This design comes from an exercise in tuning for small area, a short achievable clock period and few clock cycles per item on the open sky130 flow, not from production work. Function was checked by simulation only, so behaviour that the tests miss may differ from the original.

==> run Y <==
==> flow/design.v (excerpt) <==
module yuv2rgba (
    input  wire        clk,
    input  wire        rst,
    input  wire        in_valid,
    output wire        in_ready,
    input  wire [31:0] in_y,
    input  wire [31:0] in_u,
    input  wire [31:0] in_v,
    input  wire [4:0]  in_depth_m1,
    output wire        out_valid,
    input  wire        out_ready,
    output wire [31:0] out_rgba
);
clock: 16.0 ns
lec_check: 0
cap_margin: 20
core_margin: 2
core_utilization: 65
place_density: 0.75
slew_margin: 20
standard.sh (not shown) runs the stock make flow with config.mk's settings and CLKGATE_MAP_FILE= SYNTH_SCRIPT=/design/flow/synth_recipe.tcl, a recipe that flattens the netlist after the stock synthesis.
==> flow/flow/run.sh <==
#!/bin/bash
# The standard layout (standard.sh, unchanged synthesis and steps), with its
# timing repair aiming for 11 ns of setup slack at the design's clock period
# instead of 0; the clock period and constraints are the design's.
set -euo pipefail
export SETUP_SLACK_MARGIN=11
bash standard.sh > standard_make.log 2>&1
==> run C: changes against run Y <==
==> flow/flow/run.sh (replaced) <==
#!/bin/bash
# The standard layout (standard.sh, unchanged synthesis and steps), with its
# timing repair aiming for 11.5 ns of setup slack at the design's clock period
# instead of 0; the clock period and constraints are the design's.
set -euo pipefail
export SETUP_SLACK_MARGIN=11.5
bash standard.sh > standard_make.log 2>&1
CORE_UTILIZATION = 55   (was 65)
PLACE_DENSITY = 0.7   (was 0.75)
==> notes <==
Of run C and run Y, run C has the higher cell count (gap about 3.5%, measured against run Y).
Testbench counts of run Y, summed over its fixed seeds: cycles 16,058, pixels 8,000.
Testbench counts of run C, summed over its fixed seeds: cycles 16,058, pixels 8,000.


==> run B: inputs <==
Another version of the RTL of yuv2rgba (not shown whole).
// yuv2rgba
module yuv2rgba (
    input  wire        clk,
    input  wire        rst,
    input  wire        in_valid,
    output wire        in_ready,
    input  wire [31:0] in_y,
    input  wire [31:0] in_u,
    input  wire [31:0] in_v,
    input  wire [4:0]  in_depth_m1,
    output wire        out_valid,
    input  wire        out_ready,
    output wire [31:0] out_rgba
);
    reg [1:0] ph;           
    reg       st;           
    reg [1:0] cnt;          
    reg       acc_v;        
    reg       bact;         
    reg       bdone;        
    reg       ov;           
    reg [4:0] dm_a;
    reg [2:0] a_b, out_a;   
    reg [23:0] out_bgr;
    wire accept  = in_valid & in_ready & ~rst;
    wire deliver = ov & out_ready & ~rst;
    reg  first;             
    reg  load;              
    reg  last;              
    wire put_nx  = last & ~ov;      
    wire put_old = bdone & ~ov;     
    assign in_ready = (ph == 2'd3) & st & ~cnt[1];
    wire [1:0] bi = ~ph;    
    reg  [7:0] yb, ub, vb, mnb;
    integer j;
  ...
clock: 16.0 ns
lec_check: 0
cap_margin: 20
core_margin: 2
core_utilization: 65
place_density: 0.75
slew_margin: 20
run.sh (not shown) runs the stock make flow with config.mk's settings and CLKGATE_MAP_FILE= SYNTH_SCRIPT=/design/flow/synth_recipe.tcl, a recipe that flattens the netlist after the stock synthesis.
Stock flow here: none of the scripts above is used.
==> run X (differences from run B) <==
Settings changed: CORE_UTILIZATION 65 to 40, PLACE_DENSITY 0.75 to 0.6.
==> run notes <==
quantity                                               run B         run X
Status                      no timing/DRC/antenna violations  no timing/DRC/antenna violations
Final-layout worst hold slack                         333 ps        335 ps
Starting density of the core                           65.6%         40.2%
DR iter-0 viols                                         4256          3842
Met2 Usage GRT                                         58.4%         37.5%
Hold path endpoint                              u_acc_r.x[1]  u_acc_r.x[2]
GR Util met1                                           46.5%         31.1%
FP Rows                                                  112           143
Total routing usage reported by global routing         36.0%         23.1%
Area added between synthesis and finish                8.31%         10.4%
Clock buffers created by TritonCTS                        74            80
Met2 Routed Length                                  80300 µm      83100 µm
Antenna violations before repair                           0             3
Worst slack, placed                                 10100 ps       9950 ps
Clk cell area share                                    3.96%         4.27%
Critical path's largest stage delay                   740 ps        820 ps
Core occupancy in the finished layout                  71.0%         44.4%
Setup slack after layout                             9980 ps       9840 ps
Testbench counts of run B, summed over its fixed seeds: cycles 32,061, pixels 8,000.
Testbench counts of run X, summed over its fixed seeds: cycles 32,061, pixels 8,000.

-- static timing again, ports no longer ideal --
Ports are ideal in the flow. The routed layouts listed here were re-timed in OpenROAD. Step 1, drivers: a clkbuf_16 drives clk and a buf_2 each remaining input, both assumed. Step 2 adds t to the input delays and takes it off the output delays; t is the mean of the earliest and latest rising clock arrival at the registers after step 1. Input paths then give back, and output paths get back, about the clock's delay inside the block. Slacks: ideal ports / drivers / drivers and shift; pairs: ideal ports / drivers.
run	shift t [ns]	setup WS [ns]	worst setup path after step 2	clock arrival spread, ns	cell pins on the clock port's net
run Y	0.851	10.887 / 10.887 / 10.630	input to register	0.067 / 0.067	1
run C	0.871	11.323 / 11.229 / 10.751	input to register	0.084 / 0.084	1
run B	0.722	9.976 / 9.976 / 9.976	register to register	0.040 / 0.039	1
run X	0.762	9.836 / 9.836 / 9.836	register to register	0.059 / 0.059	1
After both steps every run listed still meets setup and hold. The setup slack of run C, which loses most, moves by -0.094 ns with the drivers and by -0.572 ns with both steps.
